This is an optimization exercise on Yosys and OpenROAD, whose aim is small area, a short achievable clock period and few clock cycles per item, not a production implementation. Where RTL was checked, it was by simulation tests only, not by an equivalence proof against the original. Power and IR drop assume default switching activity.

// cidr_core
module cidr_core (
    input  wire         clk,
    input  wire         rst,
    input  wire         cmd_valid,
    output wire         cmd_ready,
    input  wire [31:0]  cmd_word,
    input  wire [127:0] cmd_addr,
    output wire         rsp_valid,
    input  wire         rsp_ready,
    output wire [2:0]   rsp_status,
    output wire         rsp_info,
    output wire         rsp_flag,
    output wire [128:0] rsp_data
);
Size in the first run: roughly 900 flip-flops, ~300 I/O pins, ~41000 um^2 of cells after synthesis.
make LEC_CHECK=0 CAP_MARGIN=20 CORE_MARGIN=2 CORE_UTILIZATION=40 SETUP_SLACK_MARGIN=2.0 SLEW_MARGIN=20 finish   # period 6.0 ns
run.sh (not shown) runs the stock make flow with config.mk's settings and CLKGATE_MAP_FILE= SYNTH_SCRIPT=/design/flow/synth_recipe.tcl, a recipe that flattens the netlist after the stock synthesis.
The baseline produced a clean layout.
==> next run, changes <==
SETUP_SLACK_MARGIN = 2.5   (was 2.0)
What happened: Non-clock buffer count climbs by 62. Clock power goes down by about 2%. Total power barely changes. Worst hold slack improved by 0.026 ns.
==> next run, changes <==
CTS_BUF_LIST = sky130_fd_sc_hd__clkbuf_16   (was default)
CTS_CLUSTER_DIAMETER = 80   (was default)
CTS_CLUSTER_SIZE = 24   (was default)
SETUP_SLACK_MARGIN = 3.0   (was 2.5)
TNS_END_PERCENT = 0   (was default)
Utilization is about the same.
Synthesized area is unchanged.
Register-to-register slack improved by 0.17 ns.
Clock-buffer cell count drops by 64.
==> next run, changes <==
CTS_BUF_LIST = default   (was sky130_fd_sc_hd__clkbuf_16)
CTS_CLUSTER_DIAMETER = default   (was 80)
CTS_CLUSTER_SIZE = default   (was 24)
What happened:
- register-to-register slack got worse by 0.05 ns
- synthesized cell count does not change
- hold slack got worse by 0.014 ns
- wire length barely changes
- die area stays the same
- global-route usage rose by 0.27 points
Function was not checked in any run of this note: the RTL went through the layout flow alone.


Another version of the RTL of cidr_core (not shown whole).
Size: ~900 flip-flops, ~42000 um^2 of cells after synthesis.
Settings: LEC_CHECK=0, ABC_AREA=1, CAP_MARGIN=20, CORE_MARGIN=2, CORE_UTILIZATION=35, CTS_BUF_LIST=sky130_fd_sc_hd__clkbuf_16, CTS_CLUSTER_DIAMETER=80, CTS_CLUSTER_SIZE=24, SETUP_SLACK_MARGIN=3.5, SLEW_MARGIN=20, TNS_END_PERCENT=0; clock period 6.0 ns.
standard.sh (not shown) runs the stock make flow with config.mk's settings and CLKGATE_MAP_FILE= SYNTH_SCRIPT=/design/flow/synth_recipe.tcl, a recipe that flattens the netlist after the stock synthesis.
==> flow/flow/run.sh <==
#!/bin/bash
# The standard layout (standard.sh, unchanged steps and settings), except
# that each input and output port is buffered with a plain buf_2 rather
# than the delay cell buffer_ports picks by default. make's full output
# goes to flow.log here; each ORFS step also keeps its own log under
# orfs/logs/.
set -euo pipefail
export BUFFER_PORTS_ARGS="-buffer_cell sky130_fd_sc_hd__buf_2"
bash standard.sh > flow.log 2>&1
Testbench counts at the start, summed over its fixed seeds: cycles 4,816, items 4,800.
==> next run, changes <==
--- a/flow/flow/run.sh
+++ b/flow/flow/run.sh
@@ -3 +3 @@
-# that each input and output port is buffered with a plain buf_2 rather
+# that each input and output port is buffered with a plain buf_1 rather
@@ -8 +8 @@
-export BUFFER_PORTS_ARGS="-buffer_cell sky130_fd_sc_hd__buf_2"
+export BUFFER_PORTS_ARGS="-buffer_cell sky130_fd_sc_hd__buf_1"
CORE_UTILIZATION = 40   (was 35)
Utilization goes up by 5.0 points.
Global-route usage goes up by 2.4 points.
Wire length came out lower by a few percent.
Sequential share of layout area rose by 0.94 points.
Via count came out lower slightly.
Critical path depth grows by 6.
Power decreases slightly.
Die area drops by roughly a tenth.
Clock skew goes down by 0.0073 ns.


run 1:
cidr_core, a different RTL version from the one above (not shown whole).
For scale: roughly 3,300 cells after synthesis, roughly 300 I/O pins, roughly 41,000 µm² of cells after synthesis.
Design cidr_core, start of the top module:
module cidr_core (
    input  wire         clk,
    input  wire         rst,
    input  wire         cmd_valid,
    output wire         cmd_ready,
    input  wire [31:0]  cmd_word,
    input  wire [127:0] cmd_addr,
    output wire         rsp_valid,
    input  wire         rsp_ready,
    output wire [2:0]   rsp_status,
    output wire         rsp_info,
    output wire         rsp_flag,
    output wire [128:0] rsp_data
);
clock: 6.0 ns
lec_check: 0
cap_margin: 20
core_margin: 2
core_utilization: 48
cts_buf_list: sky130_fd_sc_hd__clkbuf_16
cts_cluster_diameter: 80
cts_cluster_size: 24
setup_slack_margin: 3.0
slew_margin: 20
tns_end_percent: 0
run.sh (not shown) runs the stock make flow with config.mk's settings and CLKGATE_MAP_FILE= SYNTH_SCRIPT=/design/flow/synth_recipe.tcl, a recipe that flattens the netlist after the stock synthesis.
Stock flow here: none of the scripts above is used.
The flow did not stop early for run 1: all stages ran, and the layout cleared the timing, design-rule and antenna checks.
Testbench counts of run 1, summed over its fixed seeds: cycles 4,816, items 4,800.
## Diff of input files: run 2 against run 1
==> flow/flow/run.sh (new file) <==
#!/bin/bash
# The standard layout (standard.sh, unchanged steps and settings), except
# that each input and output port is buffered with a plain buf_2 rather
# than the delay cell buffer_ports picks by default. make's full output
# goes to flow.log here; each ORFS step also keeps its own log under
# orfs/logs/.
set -euo pipefail
export BUFFER_PORTS_ARGS="-buffer_cell sky130_fd_sc_hd__buf_2"
bash standard.sh > flow.log 2>&1
==> flow/standard.sh (new file) <==
#!/bin/bash
# synth_recipe.tcl (not shown) runs the flow's synth.tcl, then flattens the netlist and writes it again
# the make line also repeats each setting of config.mk as NAME=value (left out here)
make -C /OpenROAD-flow-scripts/flow DESIGN_CONFIG=/design/flow/config.mk WORK_HOME=/design/flow/orfs CLKGATE_MAP_FILE= SYNTH_SCRIPT=/design/flow/synth_recipe.tcl "${@:-finish}"
diff --git a/flow/config.mk b/flow/config.mk
--- a/flow/config.mk
+++ b/flow/config.mk
@@ -7,0 +8 @@
+export ABC_AREA = 1
@@ -10 +11 @@
-export CORE_UTILIZATION = 48
+export CORE_UTILIZATION = 40
removed: flow/run.sh
==> comparison <==
Run 1 → run 2: setup slack up 0.34 ns; count of inserted antenna diode cells shows an increase of 1; non-clock buffer count has decreased; synthesized cell count up about 32%.
Edits applied to the flow inputs when going from run 2 to run 3:
diff --git a/flow/config.mk b/flow/config.mk
--- a/flow/config.mk
+++ b/flow/config.mk
@@ -8 +7,0 @@
-export ABC_AREA = 1
### Flow results
Clock power of run 3 falls short of that of run 2 by a few percent. The clock power share number comes out lower for run 3 vs run 2. Comparing run 2 and run 3, the lower synthesized cell count was measured on run 3. NOTE: global-route usage over all layers in run 3 exceeds that of run 2. Diff run 2 -> run 3 | width of the die | down by a few percent. Lower maximum frequency among run 2 and run 3: run 3. Between run 2 and run 3, final weighted congestion in routability-driven placement increased.

==> port drivers added, routing unchanged <==
The results above use ideal ports. As a check the final layouts listed here were re-extracted and re-timed, cells and wires unchanged.
Step 1 (the two cells are an assumption about what drives the block):
set clk [get_ports {clk}]
set_driving_cell -lib_cell sky130_fd_sc_hd__clkbuf_16 $clk
set_driving_cell -lib_cell sky130_fd_sc_hd__buf_2 [delete_from_list [all_inputs] $clk]
Step 2 also shifts input and output timing later by t, the mid clock arrival at the registers, as if the neighbouring blocks saw the same clock.
a / b / c = no drivers / after step 1 / after step 2; a / b = the first two.
run | t (ns) | slack for setup (ns) | worst register clock-pin slew, ns
the first run of note 1 | 0.742 | 1.832 / 1.832 / 1.552 | 0.07 / 0.07
the second run of note 1 | 0.756 | 2.427 / 2.427 / 1.868 | 0.07 / 0.07
the third run of note 1 | 0.732 | 2.602 / 2.602 / 2.098 | 0.10 / 0.10
the fourth run of note 1 | 0.752 | 2.556 / 2.556 / 2.076 | 0.08 / 0.08
the first run of note 2 | 0.751 | 3.007 / 3.008 / 2.308 | 0.10 / 0.10
the second run of note 2 | 0.714 | 3.039 / 2.987 / 2.383 | 0.10 / 0.10
run 1 | 0.718 | 2.518 / 2.518 / 1.949 | 0.10 / 0.10
run 2 | 0.736 | 2.858 / 2.858 / 2.347 | 0.10 / 0.10
run 3 | 0.731 | 2.630 / 2.630 / 2.138 | 0.11 / 0.11
After both steps setup and hold are still met in every run listed. The setup slack of the first run of note 2, which loses most, moves by +0.001 ns with the drivers and by -0.699 ns with both steps.
